What follows belongs to an exercise in optimizing a design on an open flow for small area, a short achievable clock period and few clock cycles per item; a production flow would make more cautious choices.
Function was not checked in any run shown here: the RTL went through the layout flow alone.

File: run.sh
#!/bin/bash
# synth_recipe.tcl (not shown) runs the flow's synth.tcl, then flattens the netlist and writes it again
# the make line also repeats each setting of config.mk as NAME=value (left out here)
make -C /OpenROAD-flow-scripts/flow DESIGN_CONFIG=/design/flow/config.mk WORK_HOME=/design/flow/orfs CLKGATE_MAP_FILE= SYNTH_SCRIPT=/design/flow/synth_recipe.tcl finish
File: constraint.sdc
create_clock -name core_clock -period 24.0 [get_ports {clk}]
set_input_delay 4.8000 -clock core_clock [delete_from_list [all_inputs] [get_ports {clk}]]
set_output_delay 4.8000 -clock core_clock [all_outputs]
set_load 0.01 [all_outputs]
File: config.mk
export PLATFORM = sky130hd
export DESIGN_NAME = smlb_compositor
export DESIGN_NICKNAME = smlb_compositor
export VERILOG_FILES = /design/flow/design.v
export SDC_FILE = /design/flow/constraint.sdc
export NUM_CORES = 4
export LEC_CHECK = 0
export CAP_MARGIN = 20
export CORE_MARGIN = 2
export CORE_UTILIZATION = 40
export PLACE_DENSITY = 0.6
export SLEW_MARGIN = 20
File: design.v
module smlb_compositor #(
    parameter H = 64                       
) (
    input  wire        clk,
    input  wire        rst,                
    input  wire        in_valid,
    output wire        in_ready,
    input  wire [47:0] in_src,
    input  wire [47:0] in_row,
    input  wire        in_last,
    input  wire [15:0] in_hwy,
    input  wire [2:0]  in_shift,
    input  wire [7:0]  in_bright,
    input  wire        in_ck_en,
    input  wire [47:0] in_ck_key,
    input  wire [15:0] in_ck_first,
    input  wire [15:0] in_ck_last,
    output reg         out_valid,
    input  wire        out_ready,
    output wire [47:0] out_row,
    output wire        out_last,
    output wire [1:0]  out_status
);
    localparam [1:0] ST_OK = 2'd0, ST_SATURATED = 2'd1, ST_RANGE = 2'd2;
    reg adv;
    assign in_ready = adv;
    wire       in_range = (in_shift > 3'd4) || (in_hwy >= H);
    wire [5:0] hwy_lo   = in_hwy[5:0];
    wire       below    = (in_ck_first[15:6] != 10'd0) || (hwy_lo < in_ck_first[5:0]);
    wire       above    = (in_ck_last[15:6] == 10'd0) && (hwy_lo > in_ck_last[5:0]);
    wire       in_keyed = in_src == in_ck_key;
    wire       in_skip  = in_range || (in_bright == 8'd0) ||
                          (in_ck_en && (below || above || in_keyed));
    reg        s1_valid;
    reg [47:0] s1_src, s1_row;
    reg [2:0]  s1_shift;
    reg [7:0]  s1_bright;
    reg        s1_skip, s1_range, s1_last;
    always @(posedge clk) begin
        if (rst)
            s1_valid <= 1'b0;
        else if (adv)
            s1_valid <= in_valid;
    end
    always @(posedge clk) begin
        if (adv && in_valid) begin
            s1_src    <= in_src;
            s1_row    <= in_row;
            s1_shift  <= in_shift;
            s1_bright <= in_bright;
            s1_skip   <= in_skip;
            s1_range  <= in_range;
            s1_last   <= in_last;
        end
    end
    function [16:0] correct_raw;           
        input [15:0] v;
        input [2:0]  s;
        reg   [19:0] t;
        begin
            t = {4'd0, v} << s;
            if (t[19:16] != 4'd0)
                correct_raw = {1'b1, 16'hFFFF};
            else
                correct_raw = {1'b0, t[15:0]};
        end
    endfunction
    function [23:0] numer;
        input [15:0] o;
        input [15:0] t;
        input [7:0]  br;
        reg signed [16:0] d;
        reg signed [26:0] n;
        begin
            d = $signed({1'b0, t}) - $signed({1'b0, o});
            n = $signed({11'd0, o, 8'd0}) - $signed({11'd0, o}) +
                $signed({1'b0, br}) * d;
            numer = n[23:0];
        end
    endfunction
    wire [16:0] cr = correct_raw(s1_src[47:32], s1_shift);
    wire [16:0] cg = correct_raw(s1_src[31:16], s1_shift);
    wire [16:0] cb = correct_raw(s1_src[15:0],  s1_shift);
    wire [7:0]  br_eff = s1_skip ? 8'd0 : s1_bright;
    wire [23:0] nr = numer(s1_row[47:32], cr[15:0], br_eff);
    wire [23:0] ng = numer(s1_row[31:16], cg[15:0], br_eff);
    wire [23:0] nb = numer(s1_row[15:0],  cb[15:0], br_eff);
    wire pix_sat = !s1_skip && (cr[16] || cg[16] || cb[16]);
    reg row_sat;
    wire [1:0] status = s1_range             ? ST_RANGE :
                        (row_sat || pix_sat) ? ST_SATURATED : ST_OK;
    reg        s2_valid;
    reg [23:0] s2_nr, s2_ng, s2_nb;
    reg [1:0]  s2_status;
    reg        s2_last;
    always @(posedge clk) begin
        if (rst) begin
            s2_valid <= 1'b0;
            row_sat  <= 1'b0;
        end else if (adv) begin
            s2_valid <= s1_valid;
            if (s1_valid)
                row_sat <= s1_last ? 1'b0 : (row_sat || pix_sat);
        end
    end
    always @(posedge clk) begin
        if (adv && s1_valid) begin
            s2_nr     <= nr;
            s2_ng     <= ng;
            s2_nb     <= nb;
            s2_status <= s1_last ? status : ST_OK;
            s2_last   <= s1_last;
        end
    end
    function [15:0] div255;
        input [23:0] n;
        reg   [40:0] s;
        begin
            s = {1'b0, n, 16'd0} + {9'd0, n, 8'd0} + {17'd0, n} + 41'h10000;
            div255 = s[39:24];
        end
    endfunction
    wire [50:0] wdata = {div255(s2_nr), div255(s2_ng), div255(s2_nb),
                         s2_last, s2_status};
    reg  [50:0] fifo0, fifo1;
    reg         wr_ptr, rd_ptr;
    reg  [1:0]  count;
    wire wr = adv && s2_valid;
    wire rd = out_valid && out_ready;
    wire [1:0] count_nx = count + {1'b0, wr} - {1'b0, rd};
    always @(posedge clk) begin
        if (rst) begin
            wr_ptr    <= 1'b0;
            rd_ptr    <= 1'b0;
            count     <= 2'd0;
            out_valid <= 1'b0;
            adv       <= 1'b1;
        end else begin
            if (wr) wr_ptr <= !wr_ptr;
            if (rd) rd_ptr <= !rd_ptr;
            count     <= count_nx;
            out_valid <= count_nx != 2'd0;
            adv       <= count_nx != 2'd2;
        end
    end
    always @(posedge clk) begin
        if (wr && !wr_ptr) fifo0 <= wdata;
        if (wr &&  wr_ptr) fifo1 <= wdata;
    end
    wire [50:0] head = rd_ptr ? fifo1 : fifo0;
    assign out_row    = head[50:3];
    assign out_last   = head[2];
    assign out_status = head[1:0];
endmodule
==> results of run 1 <==
==> worst max-delay path, delay by kind of cell (launching register included) <==
kind | cells | cell delay, ps
fa+ha+maj | 8 | 3460
compound gates | 14 | 3120
xor+xnor | 2 | 390
buf+inv | 7 | 1580
flops | 1 | 320
simple gates | 4 | 790
==> routing by layer <==
layer | routed length (µm) | vias up | share of wire | global-route usage
met5 | 13 | - | 0.00015 | 0
li1 | - | 11877 | - | -
met1 | 39900 | 11846 | 0.45 | 0.274
met2 | 39700 | 717 | 0.45 | 0.318
met3 | 5950 | 118 | 0.067 | 0.0412
met4 | 2730 | 2 | 0.031 | 0.0597
==> per-stage QoR <==
stage / util / setup slack, ps / area (µm²) / std cells
floorplan: - / 15600 / 35400 / 3461
global placement: 0.447 / 14280 / 39300 / 4821
detailed placement: 0.447 / 14190 / 39300 / 4821
CTS: 0.462 / 14180 / 40600 / 4887
global route: 0.462 / 13350 / 40600 / 4887
finish: 0.462 / 14050 / 40600 / 4887
==> worst paths after layout <==
kind / slack, ps / depth (start not counted) / end
max reg2reg: 14050 / 35 / s2_nr[22]
min reg2reg: 440 / 0 / fifo1[1]
max: 14050 / 35 / s2_nr[22]
min: 440 / 0 / fifo1[1]
==> kinds of logic (layout without fill, tap and decap cells) <==
| group | after synthesis | in the layout |
|---|---|---|
| AOI/OAI and AO/OA | 412 | 412 |
| xor gates and xnor gates | 235 | 235 |
| adders and majority gates | 850 | 850 |
| buffers and inverters | 699 | 960 |
| DFF | 296 | 296 |
| muxes | 99 | 99 |
| and+or+nand+nor | 870 | 870 |
==> synthesized netlist by cell type (all sizes together), types with 5 or more instances <==
cell and count:
nor4 16, clkbuf 73, nand3 52, inv 611, o21bai 16, a31oi 19, dfxtp 9, nor2b 25
a31o 5, a21oi 89, a21o 37, mux2 72, nand2 340, nor2 237, o21ai 78, mux2i 27
xnor2 179, a21boi 8, a2111oi 5, fa 447, o211a 7, o21a 22, o2111ai 11, o311ai 10
a211o 5, nand4 23, a211oi 19, ha 403, edfxtp 287, and3 10, or3 13, nand2b 29
or2 14, xor2 55, and2 62, o211ai 52, buf 15, nor3 38
==> placed cells by master, fill, tap and decap left out, types with 22 or more instances in the layout <==
cell,Yosys,routed
clkdlybuf4s50_1,0,261
o21ai_0,68,68
clkbuf_16,0,39
and2_1,62,60
a21o_1,37,37
nor3_1,38,38
xnor2_1,179,179
inv_1,611,611
nand2b_1,29,29
fa_1,447,447
o211ai_1,51,51
buf_4,0,22
nand2_1,340,340
nand4_1,23,23
mux2i_1,27,27
nor2_1,236,235
xor2_1,55,55
ha_1,403,403
nand3_1,51,51
mux2_2,72,72
edfxtp_1,287,287
a21oi_1,89,89
==> flip-flops by register name, indices dropped and copies added (netlist names), 2 cells and up <==
signal / cells
s2_ng: 24
count: 2
fifo1: 51
s2_nr: 24
fifo0: 51
s1_src: 48
s2_nb: 24
s2_status: 2
s1_shift: 3
s1_bright: 8
s1_row: 48
==> area by class of cell <==
cell class | instances | area (µm²)
fillers | 8344 | 47400
multi-input cells | 2466 | 24000
flip-flops and latches | 296 | 8800
repair buffers | 283 | 2780
inverters | 611 | 2290
well taps | 1165 | 1460
clock buffers | 42 | 987
clock inverters | 24 | 315
==> qor.tcl, run 1 <==
set qor(status) {timing/DRC/antenna clean}
set qor(synth_xor_area_frac) 0.0586
set qor(min-delay-start) {s2_status[1]}
set qor(synth_area_um2) 35400
set qor(route.final.wire_length_um) 88300
set qor(hold_violations) 0
set qor(distinct_cell_type_count_of_the_synthesized_netlist) 74
set qor(routability_congestion_estimate_from_global_placement) 0.864
set qor(detail_route.iter0.violations) 1442
set qor(ys_async_sr_fraction) 0
set qor(numPortBuffers) 261
set qor(drt_first_pass_iters) 5
set qor(synth-edff-count) 287
set qor(timing.critical_path.slowest_cell_delay_ps) 590
set qor(overall_routing_resource_usage) 0.200
set qor(route.detailed.drc) 0
set qor(flop_and_latch_count_out_of_synthesis) 296
set qor(worst_ep_required_time_ps) 24310
set qor(startpoint) {s1_shift[1]}
set qor(core_area_um2) 88000
set qor(finish.net_count) 4755
set qor(clock_pin_slew_on_the_worst_setup_and_hold_paths_ps) 60
set qor(chipWidth_um) 301
set qor(detailed_place_hpwl_um) 72600
set qor(rows) 109
set qor(wl_per_cell_um) 18.1
set qor(critical_path.endpoint_type) {register}
set qor(start_util) 0.402
set qor(design.portCount) 262
set qor(timing.rr.start) {s1_shift[1]}
set qor(synthSimpleGateAreaFrac) 0.111
set qor(max_slew.worst_pin.slew_ps) 1010
set qor(max-clock-path-buffers) 3
set qor(avgViaCountPerCell) 5.03
set qor(yosys.area_share.adder) 0.396
set qor(number_of_global_route_vias_before_repair) 25474
set qor(finalHoldWorstSlack_ps) 444
set qor(drt_antenna_net_count) 0
set qor(crit_path_max_fanout) 76
set qor(grt_pass1_wl_um) 140000
set qor(finalSetupViolCount) 0
set qor(mappedNetlistNets) 4520
set qor(areaGrowthSynthToFinish_pct) 14.9
set qor(die_ht_um) 301
set qor(max_freq_mhz) 101
set qor(htreeDepth) 2
set qor(synth_top_family_by_area) {adder cells}
set qor(synth.top_cells.by_area) {fa_1 (25%), edfxtp_1 (24%), ha_1 (14%)}
set qor(post_route_cells_drive_above_1_share) 0.0551
set qor(synth_compound_gate_area_share) 0.0810
set qor(postSynthAreaPerCell_um2) 10.2
set qor(grt-ovfl-total) 0
set qor(die_area_um2) 90800
set qor(final-max-slew-violation-count) 0
set qor(clock_sink_count) 296
set qor(post_synth_mux_area_share) 0.0306
set qor(tritoncts.num_buffers) 38
set qor(post_cts_resize_count) 0
set qor(yosys_warnings) 1
set qor(post-cts-setup-buffer-count) 0
set qor(timing.slew.headroom) 0.325
set qor(grt_max_degree) 77
set qor(insertion_delay_ps) 590
set qor(route.vias.total) 24560
set qor(maxCapViolations) 0
set qor(rsz_0062_raised_after_global_routing) {no}
set qor(synthDominantAreaCellType) {fa_1}
set qor(grt_antenna_before_repair) 1
set qor(postSynthCellCount) 3461
set qor(ys_seq_area_frac) 0.249
set qor(cts_hold_buf) 0
set qor(finalCritPeriodShare) 0.415
set qor(layout_min_cycle_time_ps) 9950
set qor(synth_top_cell_area_share) 0.253
set qor(synth_flop_cell) {edfxtp_1}
set qor(finalSetupTns_ps) 0
set qor(hold_path.class) {reg2reg}
set qor(antennaDiodeCount) 0
set qor(critical-path-top-cell-by-count) {fa_1}
set qor(worst-endpoint-arrival_ps) 10260
set qor(clock_skew_ps) 21.8
set qor(cts_tree) {yes}
set qor(clk_root_buffer_cell) {clkbuf_16}
set qor(setup.worst_path.class) {reg2reg}
set qor(startpoint_type) {register}
set qor(cpMaxStageDelayCell) {inv_1}
==> run 2: changes to the inputs <==
--- a/design.v
+++ b/design.v
@@ -71,9 +71,9 @@
         input [7:0]  br;
-        reg signed [16:0] d;
-        reg signed [26:0] n;
+        integer i;
+        reg [23:0] n;
         begin
-            d = $signed({1'b0, t}) - $signed({1'b0, o});
-            n = $signed({11'd0, o, 8'd0}) - $signed({11'd0, o}) +
-                $signed({1'b0, br}) * d;
-            numer = n[23:0];
+            n = 24'd0;
+            for (i = 0; i < 8; i = i + 1)
+                n = n + ({8'd0, (br[i] ? t : o)} << i);
+            numer = n;
         end
==> qor.tcl, run 2 <==
set qor(grt_max_degree) 84 ;# +9.1%
set qor(synth_common_cells) {inv_1 (333), ha_1 (316), nand2_1 (295), o21ai_0 (291), edfxtp_1 (287)}
set qor(synthSimpleGateAreaFrac) 0.107 ;# -0.00400
set qor(final_core_util) 0.465 ;# +0.00322
set qor(status) {timing/DRC/antenna clean}
set qor(cts_tree) {yes}
set qor(worst-r2r-cell-count) 22 ;# -37%
set qor(grt_pass1_wl_um) 119000 ;# -15%
set qor(clk_root_buffer_cell) {clkbuf_16}
set qor(worst-endpoint-arrival_ps) 8000 ;# -2260 ps
set qor(grt-ovfl-total) 0 ;# unchanged
set qor(finalSetupTns_ps) 0 ;# unchanged
set qor(hold_path.class) {reg2reg}
set qor(htreeDepth) 2 ;# unchanged
set qor(routability_congestion_estimate_from_global_placement) 0.856 ;# -0.85%
set qor(holdPathEnd) {fifo0[1]}
set qor(timing.slew.headroom) 0.338 ;# +0.0127
set qor(clock_pin_slew_on_the_worst_setup_and_hold_paths_ps) 60 ;# about the same
set qor(timing.rr.start) {s1_shift[0]}
set qor(synth_compound_gate_area_share) 0.144 ;# +0.0627
set qor(synth_most_common_cell) {inv_1}
set qor(regArea_um2) 8800 ;# unchanged
set qor(distinct_cell_type_count_of_the_synthesized_netlist) 70 ;# -5.4%
set qor(ys_async_sr_fraction) 0 ;# unchanged
set qor(synth_flop_cell) {edfxtp_1}
set qor(max_freq_mhz) 130 ;# +29%
set qor(reg.largest.list) {fifo0: 51 flops, fifo1: 51 flops}
set qor(route.vias.total) 21620 ;# -12%
set qor(area_of_the_multi_input_gates_um2) 19500 ;# -19%
set qor(synth_xor_area_frac) 0.0391 ;# -0.0195
set qor(rsz_0062_raised_after_global_routing) {no}
set qor(die_area_um2) 77800 ;# -14%
set qor(clock_sink_count) 296 ;# unchanged
set qor(grt_antenna_before_repair) 6 ;# +5
set qor(tritoncts.num_buffers) 36 ;# -5.3%
set qor(start_util) 0.405 ;# +0.00288
set qor(flop_and_latch_count_out_of_synthesis) 296 ;# unchanged
set qor(final_cell_count_no_fill) 4210 ;# -14%
set qor(critical_path.endpoint_type) {register}
set qor(post_cts_resize_count) 0 ;# unchanged
set qor(wl_per_cell_um) 17.5 ;# -3.0%
set qor(clock_skew_ps) 25.5 ;# +3.70 ps
set qor(max_slew.worst_pin.slew_ps) 994 ;# -16.9 ps
set qor(finalHoldWorstSlack_ps) 463 ;# +19.1 ps
set qor(worst_setup_slack_final_ps) 16290 ;# +2240 ps
set qor(insertion_delay_ps) 570 ;# -20 ps
set qor(overall_routing_resource_usage) 0.192 ;# -0.00728
set qor(post-place-ws_ps) 16300 ;# +2110 ps
set qor(hold-path-cell-count) 0 ;# unchanged
set qor(drt_antenna_net_count) 0 ;# unchanged
set qor(hold_violations) 0 ;# unchanged
set qor(setup.worst_path.class) {reg2reg}
set qor(min-delay-start) {s2_status[1]}
set qor(finish.net_count) 4020 ;# -15%
set qor(finalSetupViolCount) 0 ;# unchanged
set qor(r2r_slack_ps) 16290 ;# +2240 ps
set qor(chipWidth_um) 279 ;# -7.4%
set qor(core_area_um2) 74700 ;# -15%
set qor(crit_path_max_fanout) 55 ;# -28%
set qor(synth_top_cell_area_share) 0.285 ;# +0.0319
set qor(postSynthCellCount) 3061 ;# -12%
set qor(final_common_cell) {inv_1}
set qor(design.portCount) 262 ;# unchanged
set qor(yosys_warnings) 1 ;# unchanged
set qor(die_ht_um) 279 ;# -7.4%
set qor(finalCritPeriodShare) 0.321 ;# -0.0933
set qor(drt_first_pass_iters) 6 ;# +1
set qor(yosys.area_share.adder) 0.317 ;# -0.0783
set qor(cts_hold_buf) 0 ;# unchanged
set qor(place.detailed.instances) 4144 ;# -14%
set qor(max-clock-path-buffers) 3 ;# unchanged
set qor(areaGrowthSynthToFinish_pct) 14.9 ;# about the same
set qor(layout.cells.most_common_list) {inv_1 (333), ha_1 (316), nand2_1 (295), o21ai_0 (291), edfxtp_1 (287)}
set qor(reg2reg_to) {s2_nb[23]}
set qor(worst_ep_required_time_ps) 24290 ;# -20 ps
set qor(final-max-slew-violation-count) 0 ;# unchanged
set qor(layout.filler_cells) 7025 ;# -16%
set qor(detailed_place_hpwl_um) 58100 ;# -20%
set qor(route.final.wire_length_um) 73800 ;# -16%
set qor(mappedNetlistNets) 3868 ;# -14%
set qor(synthDominantAreaCellType) {edfxtp_1}
set qor(maxCapViolations) 0 ;# unchanged
set qor(synth-edff-count) 287 ;# unchanged
set qor(rows) 100 ;# -8.3%
set qor(startpoint_type) {register}
set qor(route.detailed.drc) 0 ;# unchanged
set qor(post-cts-setup-buffer-count) 0 ;# unchanged
set qor(synth.top_cells.by_area) {edfxtp_1 (29%), fa_1 (19%), ha_1 (13%)}
set qor(numPortBuffers) 261 ;# unchanged
set qor(layout_min_cycle_time_ps) 7710 ;# -2240 ps
set qor(number_of_global_route_vias_before_repair) 21588 ;# -15%
set qor(avgViaCountPerCell) 5.14 ;# +2.2%
set qor(detail_route.iter0.violations) 1403 ;# -2.7%
set qor(synth_area_um2) 30200 ;# -14%
set qor(synth_top_family_by_area) {adder cells}
set qor(postSynthAreaPerCell_um2) 9.88 ;# -3.3%
set qor(post_route_cells_drive_above_1_share) 0.0689 ;# +0.0138
set qor(post_synth_mux_area_share) 0.0383 ;# +0.00770
set qor(ys_seq_area_frac) 0.291 ;# +0.0421
## run 2: stage by stage
| stage | cell area, µm² |
|---|---|
| floorplan | 30200 |
| global placement | 33600 |
| detailed placement | 33600 |
| CTS | 34700 |
| global route | 34700 |
| finish | 34700 |
## run 2: final cells by class
cell class	instances	area share
Clock buffer	43	0.0278
Timing Repair Buffer	282	0.0798
Tap cell	969	0.0349
Multi-Input combinational cell	2263	0.563
Sequential cell	296	0.253
Antenna cell	3	0.000216
Clock inverter	20	0.00497
Inverter	334	0.0361
## run 2: logic make-up after synthesis
logic type / Yosys count
adder cells (fa/ha/maj): 598
AND/OR/NAND/NOR: 736
buffers and inverters: 502
flip-flops: 296
multiplexers: 93
XOR/XNOR: 135
AO/OA/AOI/OAI: 701
## run 2: worst max path at each step
| stage | from | to | slack [ps] | cells after the start |
|---|---|---|---|---|
| after global routing | s1_shift[1] | s2_nb[23] | 15820 | 22 |
| final | s1_shift[0] | s2_nb[23] | 16290 | 22 |
| after detailed placement | s1_shift[0] | s2_nb[23] | 16300 | 22 |
| after global placement | s1_shift[1] | s2_nb[23] | 16460 | 22 |
| after floorplan | in_valid | s1_bright[0] | 16180 | 1 |
| after CTS | s1_shift[0] | s2_nb[23] | 16220 | 22 |
## run 2: critical path, stage by stage (launching register included)
cell	delay, ps
edfxtp_1	330
buf_4	550
mux4_2	630
nor4_2	260
o21ai_2	190
buf_4	260
a211oi_2	550
o21ai_0	240
fa_1	550
fa_1	520
fa_1	550
inv_1	60
fa_1	520
inv_1	40
ha_1	330
o21ai_0	320
o21ai_1	100
a31oi_1	310
o21ai_1	160
o41a_1	350
a41o_1	280
o41ai_2	240
xnor2_1	100
## run 2: metal layers
| metal | vias to the layer above | GRT usage | wire length [µm] |
|---|---|---|---|
| met2 | 627 | 0.298 | 32100 |
| met4 | 8 | 0.0522 | 1860 |
| met5 | - | 0 | 57 |
| met1 | 10073 | 0.277 | 35300 |
| met3 | 97 | 0.0346 | 4500 |
| li1 | 10815 | - | - |
==> run 3: changes to the inputs <==
--- a/config.mk
+++ b/config.mk
@@ -7,2 +7,3 @@
 export LEC_CHECK = 0
+export ABC_CLOCK_PERIOD_IN_PS = 4000
 export CAP_MARGIN = 20
==> qor.tcl, run 3 <==
set qor(status) {timing/DRC/antenna clean}
set qor(startpoint_type) {register}
set qor(start_util) 0.405 ;# unchanged
set qor(die_area_um2) 77800 ;# unchanged
set qor(route.detailed.drc) 0 ;# unchanged
set qor(clk_root_buffer_cell) {clkbuf_16}
set qor(max_freq_mhz) 130 ;# unchanged
set qor(final-max-slew-violation-count) 0 ;# unchanged
set qor(rows) 100 ;# unchanged
set qor(wl_met3_um) 4500 ;# unchanged
set qor(finalSetupViolCount) 0 ;# unchanged
set qor(postSynthAreaPerCell_um2) 9.88 ;# unchanged
set qor(flop_and_latch_count_out_of_synthesis) 296 ;# unchanged
set qor(hold_violations) 0 ;# unchanged
set qor(m1WireLength_um) 35300 ;# unchanged
set qor(final_core_util) 0.465 ;# unchanged
set qor(critical_path.endpoint_type) {register}
set qor(cpMaxStageDelayCell) {mux4_2}
set qor(routability_congestion_estimate_from_global_placement) 0.856 ;# unchanged
set qor(tritoncts.num_buffers) 36 ;# unchanged
set qor(finish.net_count) 4020 ;# unchanged
set qor(place.detailed.instances) 4144 ;# unchanged
set qor(clock_sink_count) 296 ;# unchanged
set qor(detail_route.iter0.violations) 1403 ;# unchanged
set qor(distinct_cell_type_count_of_the_synthesized_netlist) 70 ;# unchanged
set qor(layout.cells.most_common_list) {inv_1 (333), ha_1 (316), nand2_1 (295), o21ai_0 (291), edfxtp_1 (287)}
set qor(overall_routing_resource_usage) 0.192 ;# unchanged
set qor(timing.slew.headroom) 0.338 ;# unchanged
set qor(rsz_0062_raised_after_global_routing) {no}
set qor(clock_skew_ps) 25.5 ;# unchanged
set qor(drt_first_pass_iters) 6 ;# unchanged
set qor(maxCapViolations) 0 ;# unchanged
set qor(ys_seq_area_frac) 0.291 ;# unchanged
set qor(die_ht_um) 279 ;# unchanged
set qor(synth-edff-count) 287 ;# unchanged
set qor(cts_tree) {yes}
set qor(core_area_um2) 74700 ;# unchanged
set qor(drt_antenna_net_count) 0 ;# unchanged
set qor(clock_pin_slew_on_the_worst_setup_and_hold_paths_ps) 60 ;# about the same
set qor(htreeDepth) 2 ;# unchanged
set qor(insertion_delay_ps) 570 ;# about the same
set qor(synth_common_cells) {inv_1 (333), ha_1 (316), nand2_1 (295), o21ai_0 (291), edfxtp_1 (287)}
set qor(grt_antenna_before_repair) 6 ;# unchanged
set qor(numPortBuffers) 261 ;# unchanged
set qor(synth_area_um2) 30200 ;# unchanged
set qor(crit_path_max_fanout) 55 ;# unchanged
set qor(post_cts_resize_count) 0 ;# unchanged
set qor(post-cts-setup-buffer-count) 0 ;# unchanged
set qor(finalHoldWorstSlack_ps) 463 ;# unchanged
set qor(path_cells) {buf_4 -> mux4_2 -> nor4_2 -> o21ai_2 -> buf_4 -> a211oi_2 -> o21ai_0 -> fa_1 -> fa_1 -> fa_1 -> inv_1 -> fa_1 -> inv_1 -> ha_1 -> o21ai_0 -> o21ai_1 -> a31oi_1 -> o21ai_1 -> o41a_1 -> a41o_1 -> o41ai_2 -> xnor2_1}
set qor(yosys_warnings) 1 ;# unchanged
set qor(grt_max_degree) 84 ;# unchanged
set qor(max-clock-path-buffers) 3 ;# unchanged
set qor(postSynthCellCount) 3061 ;# unchanged
set qor(grt-ovfl-total) 0 ;# unchanged
set qor(synth_top_cell_area_share) 0.285 ;# unchanged
set qor(synth_most_common_cell) {inv_1}
set qor(detailed_place_hpwl_um) 58100 ;# unchanged
set qor(post_route_cells_drive_above_1_share) 0.0689 ;# unchanged
set qor(avgViaCountPerCell) 5.14 ;# unchanged
set qor(number_of_global_route_vias_before_repair) 21588 ;# unchanged
set qor(finalCritPeriodShare) 0.321 ;# unchanged
set qor(critical-path-top-cell-by-count) {fa_1}
set qor(highest_layer) {met5}
set qor(finalSetupTns_ps) 0 ;# unchanged
set qor(critical_path.n_buffers_inverters) 4 ;# unchanged
set qor(final_common_cell) {inv_1}
set qor(setup.worst_path.class) {reg2reg}
set qor(dr_wl_met2_um) 32100 ;# unchanged
set qor(layout_min_cycle_time_ps) 7710 ;# unchanged
set qor(hold_path.class) {reg2reg}
set qor(final_cell_count_no_fill) 4210 ;# unchanged
set qor(worst-endpoint-arrival_ps) 8000 ;# about the same
set qor(synthDominantAreaCellType) {edfxtp_1}
set qor(synth_flop_cell) {edfxtp_1}
set qor(design.portCount) 262 ;# unchanged
set qor(areaGrowthSynthToFinish_pct) 14.9 ;# unchanged
set qor(timing.critical_path.slowest_cell_delay_ps) 630 ;# about the same
set qor(synth.top_cells.by_area) {edfxtp_1 (29%), fa_1 (19%), ha_1 (13%)}
set qor(grt_pass1_wl_um) 119000 ;# unchanged
set qor(ys_async_sr_fraction) 0 ;# unchanged
set qor(reg.largest.list) {fifo0: 51 flops, fifo1: 51 flops}
set qor(route.final.wire_length_um) 73800 ;# unchanged
set qor(mappedNetlistNets) 3868 ;# unchanged
set qor(route.vias.total) 21620 ;# unchanged
set qor(cts_hold_buf) 0 ;# unchanged
set qor(max_slew.worst_pin.slew_ps) 994 ;# unchanged
set qor(chipWidth_um) 279 ;# unchanged
set qor(worst_ep_required_time_ps) 24290 ;# about the same
set qor(critical_path.top_delay_family) {compound AO/OA/AOI/OAI gates}
set qor(wl_per_cell_um) 17.5 ;# unchanged
## run 3: per-stage QoR
stage               area, µm²  worst slack, ps
floorplan               30200            16180
global placement        33600            16460
detailed placement      33600            16300
CTS                     34700            16220
global route            34700            15820
finish                  34700            16290
## run 3: cell families after synthesis
| logic type | after synthesis | share of synthesized area |
|---|---|---|
| AND/OR/NAND/NOR | 736 | 0.107 |
| XOR/XNOR | 135 | 0.0391 |
| AO/OA/AOI/OAI | 701 | 0.144 |
| multiplexers | 93 | 0.0383 |
| buffers and inverters | 502 | 0.0636 |
| flip-flops | 296 | 0.291 |
| adder cells (fa/ha/maj) | 598 | 0.317 |
## run 3: cell type report
cell class | count | area, µm²
Antenna cell | 3 | 7.51
Clock buffer | 43 | 967
Clock inverter | 20 | 173
Fill cell | 7025 | 40000
Inverter | 334 | 1250
Multi-Input combinational cell | 2263 | 19500
Sequential cell | 296 | 8800
Tap cell | 969 | 1210
Timing Repair Buffer | 282 | 2770
## run 3: final timing paths
path	start	to	slack, ps	cells after the start
max	s1_shift[0]	s2_nb[23]	16290	22
min	s2_status[1]	fifo0[1]	460	0
max reg2reg	s1_shift[0]	s2_nb[23]	16290	22
min reg2reg	s2_status[1]	fifo0[1]	460	0
## run 3: worst register-to-register path, delay by kind of cell, from the launching register on
kind | cells | cell delay (ps)
AO/OA/AOI/OAI | 10 | 2750
adder cells (fa/ha/maj) | 5 | 2470
buffers and inverters | 4 | 910
multiplexers | 1 | 630
flip-flops | 1 | 330
AND/OR/NAND/NOR | 1 | 260
XOR/XNOR | 1 | 100
## run 3: routing by layer
metal / vias up / GRT usage
met2: 627 / 0.298
met3: 97 / 0.0346
li1: 10815 / -
met1: 10073 / 0.277
met4: 8 / 0.0522
met5: - / 0

## what the ideal ports hide
The flow's constraints put no driver on any port. The routed layouts listed below were extracted and timed again, unchanged, in two steps. Step 1: set_driving_cell puts a clkbuf_16 on clk and a buf_2 on each other input, an assumption about the parent block. Step 2 adds t to the input delays and takes it off the output delays; t is the mean of the earliest and latest rising clock arrival at the registers after step 1. Input paths then give back, and output paths get back, about the clock's delay inside the block. Three values: ideal ports, drivers, drivers and shift; two values: the first two.
run | shift t [ns] | slack for setup (ns) | worst setup path after step 2 | clock arrival spread, ns | worst data-port slew with drivers (ns)
run 1 | 0.637 | 14.051 / 14.051 / 14.051 | register to register | 0.023 / 0.023 | 0.09
run 2 | 0.618 | 16.290 / 16.290 / 16.290 | register to register | 0.027 / 0.028 | 0.10
run 3 | 0.618 | 16.290 / 16.290 / 16.290 | register to register | 0.027 / 0.028 | 0.10
After both steps setup and hold are still met in every run listed.
